Background: an optimization exercise with open tools, aiming at small area, a short achievable clock period and few clock cycles per item. Do not read the settings as production practice.
The RTL was checked by simulation tests, not by an equivalence proof against the original design.
Power figures rest on the tool's default switching activity, not on a simulated workload.

Setup of job 3490:
==> flow/design.v (excerpt) <==
module wpk_codec (
    input  wire        clk,
    input  wire        rst,
    input  wire        s_valid,
    output wire        s_ready,
    input  wire [63:0] s_data,
    output wire        m_valid,
    input  wire        m_ready,
    output wire [63:0] m_data,
    output wire        m_last
);
export LEC_CHECK = 0
export ABC_CLOCK_PERIOD_IN_PS = 3000
export CAP_MARGIN = 40
export CORE_MARGIN = 2
export CORE_UTILIZATION = 50
export CTS_CLUSTER_DIAMETER = 120
export CTS_CLUSTER_SIZE = 20
export SETUP_SLACK_MARGIN = 5
export SLEW_MARGIN = 20
export SYNTH_MEMORY_MAX_BITS = 8192
create_clock -name core_clock -period 10.0 [get_ports {clk}]
standard.sh (not shown) runs the stock make flow with config.mk's settings and CLKGATE_MAP_FILE= SYNTH_SCRIPT=/design/flow/synth_recipe.tcl, a recipe that flattens the netlist after the stock synthesis.
==> flow/flow/run.sh <==
#!/bin/bash
set -euo pipefail
bash standard.sh SETUP_SLACK_MARGIN=6.5 finish > standard.log 2>&1
Testbench counts of job 3490, summed over its fixed seeds: cycles 25,900, jobs 384.
### job 3490 -> job 5126
diff --git a/flow/design.v b/flow/design.v
--- a/flow/design.v
+++ b/flow/design.v
@@ -428,21 +428,19 @@
                     end
                 endcase
             end
         end
     end
     reg  [63:0] od;
     reg         ov, ol;
     wire        push_eff = push && push_ok;
+    wire [64:0] o_chg = push_eff ? ({pl, pd} ^ {ol, od}) : 65'd0;
     always @(posedge clk) begin
-        if (push_eff) begin
-            od <= pd;
-            ol <= pl;
-        end
+        {ol, od} <= {ol, od} ^ o_chg;
         if (rst)
             ov <= 1'b0;
         else if (push_eff)
             ov <= 1'b1;
         else if (m_ready)
             ov <= 1'b0;
     end
     assign m_valid = ov;
### Flow results
The lower post-placement worst setup slack of job 5126 and job 3490 is in job 5126.
Relative to job 3490, length in cells of the worst reg-to-reg path has gone down in job 5126.
Comparing job 5126 with job 3490, the initial cell density of the core came out essentially unchanged.
Job 5126 against job 3490: wire length of the first global-routing pass now larger; total power comparable; post-route worst hold slack decreased by 0.040 ns relative to the old numbers; post-route met1 wirelength rose by 450 um.
Diff job 3490 -> job 5126: critical path depth now sits higher; sequential share of layout area now sits lower; growth of design area from synthesis to finish now sits higher.
Between job 3490 and job 5126, the non-filler instance count after layout does not differ in any meaningful way.
Job 3490 and job 5126 ended up with roughly the same adder and majority gate portion of the synthesized area.
The total met3 wirelength after detailed routing of job 5126 is lower than that of job 3490.
Testbench counts of job 5126, summed over its fixed seeds: cycles 25,900, jobs 384.


Another version of the RTL of wpk_codec (not shown whole).
Size: roughly 9,300 cells after synthesis, about 5,000 flip-flops, roughly 0.14 mm2 of cells after synthesis.
clock: 10.0 ns
lec_check: 0
abc_clock_period_in_ps: 3000
cap_margin: 40
core_margin: 2
core_utilization: 50
cts_cluster_diameter: 100
cts_cluster_size: 24
setup_slack_margin: 5
slew_margin: 20
synth_memory_max_bits: 8192
Scripts as last shown in full above: flow/flow/run.sh
Testbench counts at the start, summed over its fixed seeds: cycles 25,778, jobs 384.
Change:
--- a/flow/design.v
+++ b/flow/design.v
@@ -273,22 +273,23 @@
             endcase
         end
     end
     reg  [64*65-1:0] ring;      
     reg  [5:0]  ph;
     reg  [5:0]  ws, rs;
-    reg  [6:0]  rlag;
-    reg         rd_r;        
+    reg  [6:0]  rcount;
     reg         enc_stream;     
     wire        rd_any;
     reg  walign;                
     reg  ralign;                
-    wire wspace = !rlag[6] || (rd_r && rlag == 7'd64);      
+    wire wspace = !rcount[6];
     assign wr_real = zw_v && walign && wspace;
     wire wr_skip = !zw_v && !enc_stream && walign && wspace;
     wire wr_any  = wr_real | wr_skip;
+    wire [6:0] rc_rd = wr_any ? rcount : rcount - 7'd1;
+    wire [6:0] rc_nr = wr_any ? rcount + 7'd1 : rcount;
     wire [64:0] ring0  = ring[0 +: 65];
     wire [64:0] ring63 = ring[63*65 +: 65];
     always @(posedge clk) begin
         ring[0 +: 62*65] <= ring[65 +: 62*65];
         ring[63*65 +: 65] <= ring0;
         ring[62*65 +: 64] <= wr_real ? zw : ring63[63:0];
@@ -298,23 +299,23 @@
         if (rst) begin
             ph         <= 6'd0;
             ws         <= 6'd63;
             rs         <= 6'd63;
             walign     <= 1'b1;
             ralign     <= 1'b0;
-            rlag       <= 7'd0;
-            rd_r       <= 1'b0;
+            rcount     <= 7'd0;
+            ravail     <= 1'b0;
             enc_stream <= 1'b0;
         end else begin
             ph <= ph + 6'd1;
             walign <= wr_any ? walign : (ph == ws);
             ralign <= rd_any ? ralign : (ph + 6'd1 == rs);
             if (wr_any) ws <= ws + 6'd1;
             if (rd_any) rs <= rs + 6'd1;
-            rlag <= rlag + {6'd0, wr_any} - {6'd0, rd_r};
-            rd_r <= rd_any;
+            rcount <= rd_any ? rc_rd : rc_nr;
+            ravail <= wr_any || (rcount[6:1] != 6'd0) || (rcount[0] && !rd_any);
             if (wr_real && zw_es)
                 enc_stream <= 1'b1;
             else if (wr_real && zw_ee)
                 enc_stream <= 1'b0;
         end
     end
@@ -323,13 +324,13 @@
     reg  [63:0] zr;
     reg         zr_v;
     reg  [5:0]  ocnt;
     reg  [6:0]  o_n;
     reg  [63:0] acc;
     reg  [7:0]  s;           
-    wire        ravail = (rlag[6:1] != 6'd0) || (rlag[0] && !rd_r);   
+    reg         ravail;      
     wire        tap_real = ring0[64];
     wire        push_ok = !ov || m_ready;   
     wire        s_hi  = s[7] | s[6];
     wire [63:0] prot  = rotl(zr, s[5:0]);
     wire [63:0] plm   = s_hi ? {64{1'b1}} : lowmask({1'b0, s[5:0]});
     wire [63:0] phi   = prot & plm;
What happened:
- final cell count decreases by 1.2%
- clock-buffer cell count increases by 5
- sequential share of layout area increases by 0.56 points
- sequential power decreases by about 2%
- final area decreases by 0.79%
- clock skew decreases by 0.037 ns
- wire length decreases by 6.1%
- via count decreases by 1.8%
- die area is about the same
- global-route usage decreases by 0.83 points
- power decreases by 4.3%
Testbench counts after the change, summed over its fixed seeds: cycles 25,778, jobs 384.


Setup of the previous run:
wpk_codec again, from the RTL that the note above started with.
## wpk_codec
module wpk_codec (
    input  wire        clk,
    input  wire        rst,
    input  wire        s_valid,
    output wire        s_ready,
    input  wire [63:0] s_data,
    output wire        m_valid,
    input  wire        m_ready,
    output wire [63:0] m_data,
    output wire        m_last
);
export LEC_CHECK = 0
export ABC_CLOCK_PERIOD_IN_PS = 3000
export CAP_MARGIN = 40
export CORE_MARGIN = 2
export CORE_UTILIZATION = 50
export CTS_CLUSTER_DIAMETER = 120
export CTS_CLUSTER_SIZE = 20
export SETUP_SLACK_MARGIN = 5
export SLEW_MARGIN = 20
export SYNTH_MEMORY_MAX_BITS = 8192
create_clock -name core_clock -period 10.0 [get_ports {clk}]
Scripts as last shown in full above: flow/flow/run.sh
The previous run finished all stages; the layout is clean.
Testbench counts of the previous run, summed over its fixed seeds: cycles 25,778, jobs 384.
--- input diff the previous run..the current run ---
--- a/flow/design.v
+++ b/flow/design.v
@@ -272,24 +272,25 @@
                 end
             endcase
         end
     end
     reg  [64*65-1:0] ring;      
     reg  [5:0]  ph;
     reg  [5:0]  ws, rs;
-    reg  [6:0]  rlag;
-    reg         rd_r;        
+    reg  [6:0]  rcount;
     reg         enc_stream;     
     wire        rd_any;
     reg  walign;                
     reg  ralign;                
-    wire wspace = !rlag[6] || (rd_r && rlag == 7'd64);      
+    wire wspace = !rcount[6];
     assign wr_real = zw_v && walign && wspace;
     wire wr_skip = !zw_v && !enc_stream && walign && wspace;
     wire wr_any  = wr_real | wr_skip;
+    wire [6:0] rc_rd = wr_any ? rcount : rcount - 7'd1;
+    wire [6:0] rc_nr = wr_any ? rcount + 7'd1 : rcount;
     wire [64:0] ring0  = ring[0 +: 65];
     wire [64:0] ring63 = ring[63*65 +: 65];
     always @(posedge clk) begin
         ring[0 +: 62*65] <= ring[65 +: 62*65];
         ring[63*65 +: 65] <= ring0;
         ring[62*65 +: 64] <= wr_real ? zw : ring63[63:0];
         ring[62*65 + 64]  <= wr_real | (!wr_skip & ring63[64]);
@@ -297,40 +298,40 @@
     always @(posedge clk) begin
         if (rst) begin
             ph         <= 6'd0;
             ws         <= 6'd63;
             rs         <= 6'd63;
             walign     <= 1'b1;
             ralign     <= 1'b0;
-            rlag       <= 7'd0;
-            rd_r       <= 1'b0;
+            rcount     <= 7'd0;
+            ravail     <= 1'b0;
             enc_stream <= 1'b0;
         end else begin
             ph <= ph + 6'd1;
             walign <= wr_any ? walign : (ph == ws);
             ralign <= rd_any ? ralign : (ph + 6'd1 == rs);
             if (wr_any) ws <= ws + 6'd1;
             if (rd_any) rs <= rs + 6'd1;
-            rlag <= rlag + {6'd0, wr_any} - {6'd0, rd_r};
-            rd_r <= rd_any;
+            rcount <= rd_any ? rc_rd : rc_nr;
+            ravail <= wr_any || (rcount[6:1] != 6'd0) || (rcount[0] && !rd_any);
             if (wr_real && zw_es)
                 enc_stream <= 1'b1;
             else if (wr_real && zw_ee)
                 enc_stream <= 1'b0;
         end
     end
     localparam [1:0] O_IDLE = 2'd0, O_ENC = 2'd1, O_DEC = 2'd2;
     reg  [1:0]  os_st;
     reg  [63:0] zr;
     reg         zr_v;
     reg  [5:0]  ocnt;
     reg  [6:0]  o_n;
     reg  [63:0] acc;
     reg  [7:0]  s;           
-    wire        ravail = (rlag[6:1] != 6'd0) || (rlag[0] && !rd_r);   
+    reg         ravail;      
     wire        tap_real = ring0[64];
     wire        push_ok = !ov || m_ready;   
     wire        s_hi  = s[7] | s[6];
     wire [63:0] prot  = rotl(zr, s[5:0]);
     wire [63:0] plm   = s_hi ? {64{1'b1}} : lowmask({1'b0, s[5:0]});
     wire [63:0] phi   = prot & plm;
     wire [63:0] plo   = prot & ~plm;
## What came out
- In the current run, fmax is higher than in the previous run.
- Delta (the current run minus the previous run): area after synthesis neither gained nor lost much; overall power of the completed layout went down 1.7 mW.
- The run with more setup slack is the current run; the previous run has less.
- The total placed instance area was comparable across the previous run and the current run.
- Compared with the previous run, in the current run part of the total power dissipated in the clock network has increased, basic-gate share of the synthesized area counting and, or, nand and nor cells has remained practically unchanged, internal power component has decreased, count of cells along the worst register-to-register path has decreased, global routing usage on met2 has decreased.
- Aggregate routed wire length (the current run / the previous run): 0.942
- In terms of xor and xnor area share after synthesis, the current run and the previous run differ only marginally.
- The previous run has a higher worst setup skew after layout than the current run.
Testbench counts of the current run, summed over its fixed seeds: cycles 25,778, jobs 384.

-- separate check: timing with driven ports --
In the flow no input, the clock included, has a driving cell. The finished layouts below were timed again as built, in two steps.
Step 1, drivers: a clkbuf_16 drives clk and a buf_2 each remaining input, both assumed.
Step 2 adds t to the input delays and takes it off the output delays; t is the mean of the earliest and latest rising clock arrival at the registers after step 1. Input paths then give back, and output paths get back, about the clock's delay inside the block.
a / b / c = ideal ports / drivers / drivers and shift; a / b = the first two.
run | t (ns) | setup slack, ns | latest minus earliest clock arrival (ns) | cell pins on the clock port's net
job 3490 | 0.976 | 6.391 / 6.290 / 5.577 | 0.059 / 0.059 | 1
job 5126 | 0.993 | 6.350 / 6.321 / 5.419 | 0.095 / 0.095 | 1
the first run of note 2 | 1.006 | 6.327 / 6.230 / 5.662 | 0.115 / 0.115 | 1
the second run of note 2 | 0.990 | 6.399 / 6.299 / 5.549 | 0.071 / 0.071 | 1
the previous run | 0.982 | 6.344 / 6.245 / 5.704 | 0.098 / 0.098 | 1
the current run | 0.983 | 6.361 / 6.256 / 5.524 | 0.072 / 0.072 | 1
After both steps every run listed still meets setup and hold. For job 5126, which loses most, drivers alone change the setup slack by -0.029 ns; drivers and shift together by -0.931 ns.
